Background: an optimization exercise with open tools, aiming at small area, a short achievable clock period and few clock cycles per item. Do not read the settings as production practice.
RTL that was checked went through simulation tests only; none was proved equivalent to the original.
No activity file was given, so power comes from the tool's default toggle rates.

==> flow/design.v <==
module ptcb_pixel_engine (
    input  wire        clk,
    input  wire        rst,
    input  wire        in_valid,
    output wire        in_ready,
    input  wire [15:0] in_cmd,
    input  wire [63:0] in_data,
    output wire        out_valid,
    input  wire        out_ready,
    output wire [31:0] out_result,
    output wire [1:0]  out_err
);
    reg        v1;
    reg [15:0] c1;
    reg [63:0] d1;
    reg        sa_s, sa_lm, sa_d;           
    reg        sv_s, sv_lm, sv_dm, sv_d;    
    wire [3:0] i_op     = in_cmd[3:0];
    wire       i_scalar = (i_op == 4'd3) || (i_op == 4'd4);
    wire       i_blend  = (i_op == 4'd7);
    wire       i_mdm    = (in_cmd[8:7] == 2'd0) && (in_cmd[12:11] == 2'd2);
    wire       i_md     = (in_cmd[8:7] == 2'd1) && (in_cmd[12:11] == 2'd1);
    wire [3:0] op    = c1[3:0];
    wire [2:0] strat = c1[6:4];
    wire [1:0] chan  = c1[8:7];
    wire [1:0] mkind = c1[10:9];
    wire       gsel  = c1[13];
    reg legal;
    always @(*) begin
        case (op)
            4'd0, 4'd1, 4'd2, 4'd3, 4'd4: legal = (c1[15:4] == 12'd0);
            4'd5: legal = (c1[15:9] == 7'd0) && (c1[6:4] == 3'd0);
            4'd6: legal = (c1[15:14] == 2'd0) && (c1[6:4] == 3'd0) &&
                          (mkind != 2'd3) && (c1[12:11] != 2'd3);
            4'd7: legal = (c1[15:7] == 9'd0) && (strat != 3'd7);
            4'd8: legal = (c1[15] == 1'b0) && (c1[13:4] == 10'd0);
            default: legal = 1'b0;
        endcase
    end
    wire [15:0] w_l  = d1[15:0];
    wire [15:0] w_d  = d1[31:16];
    wire [15:0] w_lm = d1[47:32];
    wire [15:0] w_dm = d1[63:48];
    wire [23:0] s_rgb = d1[23:0];                  
    function [23:0] dec565;
        input [15:0] w;
        dec565 = {w[15:11], 3'b000, w[10:5], 2'b00, w[4:0], 3'b000};
    endfunction
    wire [23:0] ga = ({24{sa_s}}  & s_rgb) | ({24{sa_lm}} & dec565(w_lm)) |
                     ({24{sa_d}} & dec565(w_d));
    wire [7:0] ga_r = ga[23:16];
    wire [7:0] ga_g = ga[15:8];
    wire [7:0] ga_b = ga[7:0];
    wire [27:0] lum_a_t = 28'd182133370
                          + ({20'd0, ~ga_r} << 0)
                          + ({20'd0, ga_r} << 4)
                          + ({20'd0, ~ga_r} << 6)
                          + ({20'd0, ~ga_r} << 8)
                          + ({20'd0, ga_r} << 11)
                          + ({20'd0, ~ga_r} << 13)
                          + ({20'd0, ~ga_r} << 15)
                          + ({20'd0, ga_r} << 18)
                          + ({20'd0, ~ga_g} << 1)
                          + ({20'd0, ~ga_g} << 3)
                          + ({20'd0, ~ga_g} << 7)
                          + ({20'd0, ga_g} << 9)
                          + ({20'd0, ~ga_g} << 12)
                          + ({20'd0, ~ga_g} << 15)
                          + ({20'd0, ~ga_g} << 18)
                          + ({20'd0, ga_g} << 20)
                          + ({20'd0, ~ga_b} << 0)
                          + ({20'd0, ~ga_b} << 2)
                          + ({20'd0, ~ga_b} << 6)
                          + ({20'd0, ga_b} << 11)
                          + ({20'd0, ga_b} << 13)
                          + ({20'd0, ga_b} << 16);
    wire [7:0] lum_a = lum_a_t[27:20];
    wire [4:0] dm_r5 = w_dm[15:11];
    wire [5:0] dm_g6 = w_dm[10:5];
    wire [4:0] dm_b5 = w_dm[4:0];
    wire [21:0] lum_b_t = 22'd2864376
                          + ({17'd0, dm_r5} << 1)
                          + ({17'd0, ~dm_r5} << 3)
                          + ({17'd0, ~dm_r5} << 5)
                          + ({17'd0, dm_r5} << 8)
                          + ({17'd0, ~dm_r5} << 10)
                          + ({17'd0, ~dm_r5} << 12)
                          + ({17'd0, dm_r5} << 15)
                          + ({16'd0, ~dm_g6} << 0)
                          + ({16'd0, ~dm_g6} << 3)
                          + ({16'd0, dm_g6} << 5)
                          + ({16'd0, ~dm_g6} << 8)
                          + ({16'd0, ~dm_g6} << 11)
                          + ({16'd0, ~dm_g6} << 14)
                          + ({16'd0, dm_g6} << 16)
                          + ({17'd0, ~dm_b5} << 3)
                          + ({17'd0, dm_b5} << 8)
                          + ({17'd0, dm_b5} << 10)
                          + ({17'd0, dm_b5} << 13);
    wire [7:0] lum_b = lum_b_t[21:14];
    wire [23:0] gv = ({24{sv_s}}  & s_rgb) | ({24{sv_lm}} & dec565(w_lm)) |
                     ({24{sv_dm}} & dec565(w_dm)) | ({24{sv_d}} & dec565(w_d));
    wire [7:0] av_s = gv[23:16] ^ gv[15:8] ^ gv[7:0];
    wire [7:0] av_c = (gv[23:16] & gv[15:8]) | (gv[23:16] & gv[7:0]) |
                      (gv[15:8] & gv[7:0]);
    wire [9:0] av_a = {2'b00, av_s};
    wire [9:0] av_b = {1'b0, av_c, 1'b0};
    wire [18:0] avg_t = 19'd256
                      + (av_a << 0) + (av_a << 2) + (av_a << 4) + (av_a << 6) + (av_a << 8)
                      + (av_b << 0) + (av_b << 2) + (av_b << 4) + (av_b << 6) + (av_b << 8);
    wire [7:0]  avg_v = avg_t[17:10];
    reg g_avg, g_or, g_b;
    always @(*) begin
        g_avg = 1'b0;
        g_or  = 1'b0;
        g_b   = 1'b0;
        case (op)
            4'd3: g_avg = 1'b1;
            4'd6: begin
                g_avg = !gsel;
                g_b   = gsel && (chan == 2'd0) && (c1[12:11] == 2'd2);
            end
            4'd7: begin
                g_avg = (strat == 3'd4);
                g_or  = (strat == 3'd6);
            end
            default: ;
        endcase
    end
    wire g_a = !g_avg && !g_or && !g_b;
    wire [7:0] a_grey = ({8{g_avg}} & avg_v) | ({8{g_or}} & (lum_a | lum_b)) |
                        ({8{g_b}} & lum_b) | ({8{g_a}} & lum_a);
    wire [1:0] blend_slot = strat[2] ? 2'd0 : {strat[0], strat[1]};
    wire [1:0] xslot = (op == 4'd7) ? blend_slot : (op == 4'd6) ? chan : 2'd0;
    reg  [15:0] wx;
    always @(*) begin
        case (xslot)
            2'd0: wx = w_l;
            2'd1: wx = w_d;
            2'd2: wx = w_lm;
            default: wx = w_dm;
        endcase
    end
    wire [5:0] ca_r = w_l[15:11] + w_d[15:11];
    wire [6:0] ca_g = w_l[10:5]  + w_d[10:5];
    wire [5:0] ca_b = w_l[4:0]   + w_d[4:0];
    reg        a_mix;        
    reg  [1:0] a_mmode;      
    reg  [1:0] a_amode;      
    reg        a_sg;         
    reg [23:0] a_raw;
    reg  [1:0] a_err;
    always @(*) begin
        a_mix   = 1'b0;
        a_mmode = 2'd0;
        a_amode = 2'd0;
        a_sg    = 1'b0;
        a_raw   = 24'd0;
        a_err   = 2'd0;
        if (!legal) begin
            a_err = 2'd1;
        end else begin
            case (op)
                4'd1: a_mix = 1'b1;
                4'd2: a_raw = {8'd0, s_rgb[23:19], s_rgb[15:10], s_rgb[7:3]};
                4'd3, 4'd4: a_sg = 1'b1;
                4'd6: begin
                    if (mkind != 2'd0 && chan[1]) begin
                        a_err = 2'd2;
                    end else begin
                        a_mix   = 1'b1;
                        a_amode = (mkind == 2'd1) ? 2'd2 :
                                  (mkind == 2'd2) ? 2'd3 : 2'd1;
                    end
                end
                4'd7: begin
                    a_amode = 2'd1;
                    if (strat == 3'd5) begin
                        a_raw = {ca_r, 2'b00, ca_g, 1'b0, ca_b, 2'b00};
                    end else begin
                        a_mix   = 1'b1;
                        a_mmode = (strat == 3'd4) ? 2'd1 :
                                  (strat == 3'd6) ? 2'd2 : 2'd0;
                    end
                end
                4'd5, 4'd8: a_err = 2'd3;
                default: ;
            endcase
        end
    end
    reg        v2;
    reg        k2_mix, k2_sg;
    reg        k2_mw;        
    reg  [1:0] k2_amode;
    reg  [7:0] grey;
    reg [31:0] p2;           
    wire [7:0] bm = {8{k2_mw}} & grey;
    wire [7:0] alpha = (k2_amode == 2'd0) ? 8'h00 :
                       (k2_amode == 2'd1) ? 8'hFF :
                       (k2_amode == 2'd2) ? grey : ~grey;
    function [13:0] mixn;
        input [5:0] x, y;
        input [7:0] m;
        integer i;
        reg [13:0] acc;
        begin
            acc = 14'd0;
            for (i = 0; i < 6; i = i + 1)
                acc = acc + ({6'd0, ({8{y[i]}} & m) | ({8{x[i]}} & ~m)} << i);
            mixn = acc;
        end
    endfunction
    wire [15:0] bx = p2[31:16];
    wire [15:0] by = p2[15:0];
    wire [13:0] n_r = mixn({1'b0, bx[15:11]}, {1'b0, by[15:11]}, bm);
    wire [13:0] n_g = mixn(bx[10:5], by[10:5], bm);
    wire [13:0] n_b = mixn({1'b0, bx[4:0]}, {1'b0, by[4:0]}, bm);
    wire [5:0] cy_r = n_r[4:0] + n_r[12:8] + (n_r[7] & n_r[6] & n_r[5]);
    wire [6:0] cy_g = n_g[5:0] + n_g[13:8] + (n_g[7] & n_g[6]);
    wire [5:0] cy_b = n_b[4:0] + n_b[12:8] + (n_b[7] & n_b[6] & n_b[5]);
    wire [7:0] iq_r = n_r[12:5] + 8'd1;
    wire [7:0] iq_g = n_g[13:6] + 8'd1;
    wire [7:0] iq_b = n_b[12:5] + 8'd1;
    wire [7:0] mq_r = cy_r[5] ? iq_r : n_r[12:5];
    wire [7:0] mq_g = cy_g[6] ? iq_g : n_g[13:6];
    wire [7:0] mq_b = cy_b[5] ? iq_b : n_b[12:5];
    wire [31:0] b_result = k2_mix ? {alpha, mq_r, mq_g, mq_b}
                                  : {alpha, p2[23:8], (k2_sg ? grey : p2[7:0])};
    wire [1:0]  b_err    = k2_mix ? 2'd0 : p2[25:24];
    reg        ov, kv, rdy;
    reg [31:0] o_res, k_res;
    reg [1:0]  o_err, k_err;
    wire en    = !kv;                   
    wire ofree = !ov || out_ready;      
    wire o_take_k = ofree && kv;
    wire o_take_b = ofree && !kv;
    wire o_keep   = !ofree;
    always @(posedge clk) begin
        if (rst) begin
            v1  <= 1'b0;
            v2  <= 1'b0;
            ov  <= 1'b0;
            kv  <= 1'b0;
            rdy <= 1'b1;
        end else begin
            if (en) begin
                v1 <= in_valid;
                v2 <= v1;
            end
            if (ofree) begin
                ov  <= kv || v2;
                kv  <= 1'b0;
                rdy <= 1'b1;
            end else if (!kv && v2) begin
                kv  <= 1'b1;
                rdy <= 1'b0;
            end
        end
    end
    always @(posedge clk) begin
        if (en) begin
            c1    <= in_cmd;
            d1    <= in_data;
            sa_s  <= i_scalar;
            sa_lm <= !i_scalar && (i_blend || !i_md);
            sa_d  <= !i_scalar && !i_blend && i_md;
            sv_s  <= i_scalar;
            sv_lm <= !i_scalar && !i_blend && !(i_mdm || i_md);
            sv_dm <= !i_scalar && (i_blend || i_mdm);
            sv_d  <= !i_scalar && !i_blend && i_md;
            k2_mix   <= a_mix;
            k2_mw    <= (a_mmode != 2'd0);
            k2_amode <= a_amode;
            k2_sg    <= a_sg;
            grey     <= a_grey;
            p2       <= a_mix ? {wx, w_d} : {6'd0, a_err, a_raw};
        end
        o_res <= ({32{o_take_k}} & k_res) | ({32{o_take_b}} & b_result) |
                 ({32{o_keep}} & o_res);
        o_err <= ({2{o_take_k}} & k_err) | ({2{o_take_b}} & b_err) |
                 ({2{o_keep}} & o_err);
        if (!kv) begin
            k_res <= b_result;
            k_err <= b_err;
        end
    end
    assign in_ready   = rdy;
    assign out_valid  = ov;
    assign out_result = o_res;
    assign out_err    = o_err;
endmodule
==> flow/config.mk <==
export PLATFORM = sky130hd
export DESIGN_NAME = ptcb_pixel_engine
export DESIGN_NICKNAME = ptcb_pixel_engine
export VERILOG_FILES = /design/flow/design.v
export SDC_FILE = /design/flow/constraint.sdc
export NUM_CORES = 4
export LEC_CHECK = 0
export CAP_MARGIN = 20
export CORE_MARGIN = 2
export CORE_UTILIZATION = 60
export SLEW_MARGIN = 20
==> flow/constraint.sdc <==
create_clock -name core_clock -period 26.0 [get_ports {clk}]
set_input_delay 5.2000 -clock core_clock [delete_from_list [all_inputs] [get_ports {clk}]]
set_output_delay 5.2000 -clock core_clock [all_outputs]
set_load 0.01 [all_outputs]
standard.sh (not shown) runs the stock make flow with config.mk's settings and CLKGATE_MAP_FILE= SYNTH_SCRIPT=/design/flow/synth_recipe.tcl, a recipe that flattens the netlist after the stock synthesis.
==> flow/flow/run.sh <==
#!/bin/bash
# Standard layout, with the port buffers made of buf_2 cells, the setup
# repair steps asked for extra slack margin, and no dummy clock loads.
set -euo pipefail
bash standard.sh "BUFFER_PORTS_ARGS=-buffer_cell sky130_fd_sc_hd__buf_2" SETUP_SLACK_MARGIN=19.75 \
  "CTS_ARGS=-sink_clustering_enable -repair_clock_nets -dont_use_dummy_load -sink_clustering_size 24 -sink_clustering_max_diameter 100" \
  finish > standard_flow.log 2>&1
The starting point produced a clean layout.
Rerun with:
--- a/flow/design.v
+++ b/flow/design.v
@@ -233,7 +233,4 @@
     wire en    = !kv;                   
     wire ofree = !ov || out_ready;      
-    wire o_take_k = ofree && kv;
-    wire o_take_b = ofree && !kv;
-    wire o_keep   = !ofree;
     always @(posedge clk) begin
         if (rst) begin
@@ -276,8 +273,8 @@
             p2       <= a_mix ? {wx, w_d} : {6'd0, a_err, a_raw};
         end
-        o_res <= ({32{o_take_k}} & k_res) | ({32{o_take_b}} & b_result) |
-                 ({32{o_keep}} & o_res);
-        o_err <= ({2{o_take_k}} & k_err) | ({2{o_take_b}} & b_err) |
-                 ({2{o_keep}} & o_err);
+        if (ofree) begin
+            o_res <= kv ? k_res : b_result;
+            o_err <= kv ? k_err : b_err;
+        end
         if (!kv) begin
             k_res <= b_result;
Result: Clock-buffer cell count does not change; sequential cell count stays the same; area after synthesis shrinks by about 5%; combinational power shrinks by about 14%; clock skew grows by 0.019 ns; final area shrinks by 5.1%; hold slack improves by 0.011 ns; setup slack degrades by 0.070 ns; fmax shrinks by 1.1%; total power shrinks by about 12%; critical path depth is unchanged; non-clock buffer count shrinks by 3; sequential share of layout area grows by 1.1 points; global-route usage shrinks by 1.1 points.
Testbench counts after the change, summed over its fixed seeds: cycles 32,024, items 32,000.
The RTL of the first run of this note was laid out without a check of its function.

what the ideal ports hide:
In the flow no input, the clock included, has a driving cell. The finished layouts below were timed again as built, in two steps.
Step 1 sets driving cells, clkbuf_16 on the clock port and buf_2 on the other inputs (assumed; they add their load-dependent delay and slew).
Step 2 times the ports against the registers' clock, not the clock port: input delays grow and output delays shrink by t, the midpoint of the rising clock arrivals with the driver on.
Slacks: no drivers / after step 1 / after step 2; pairs: no drivers / after step 1.
run	t, ns	slack for setup (ns)	worst setup path at the end
the first run	0.540	19.797 / 19.734 / 19.490	input to register
the second run	0.536	19.726 / 19.666 / 19.688	input to register
After both steps every run listed still meets setup and hold. The setup slack of the first run, which loses most, moves by -0.063 ns with the drivers and by -0.307 ns with both steps.
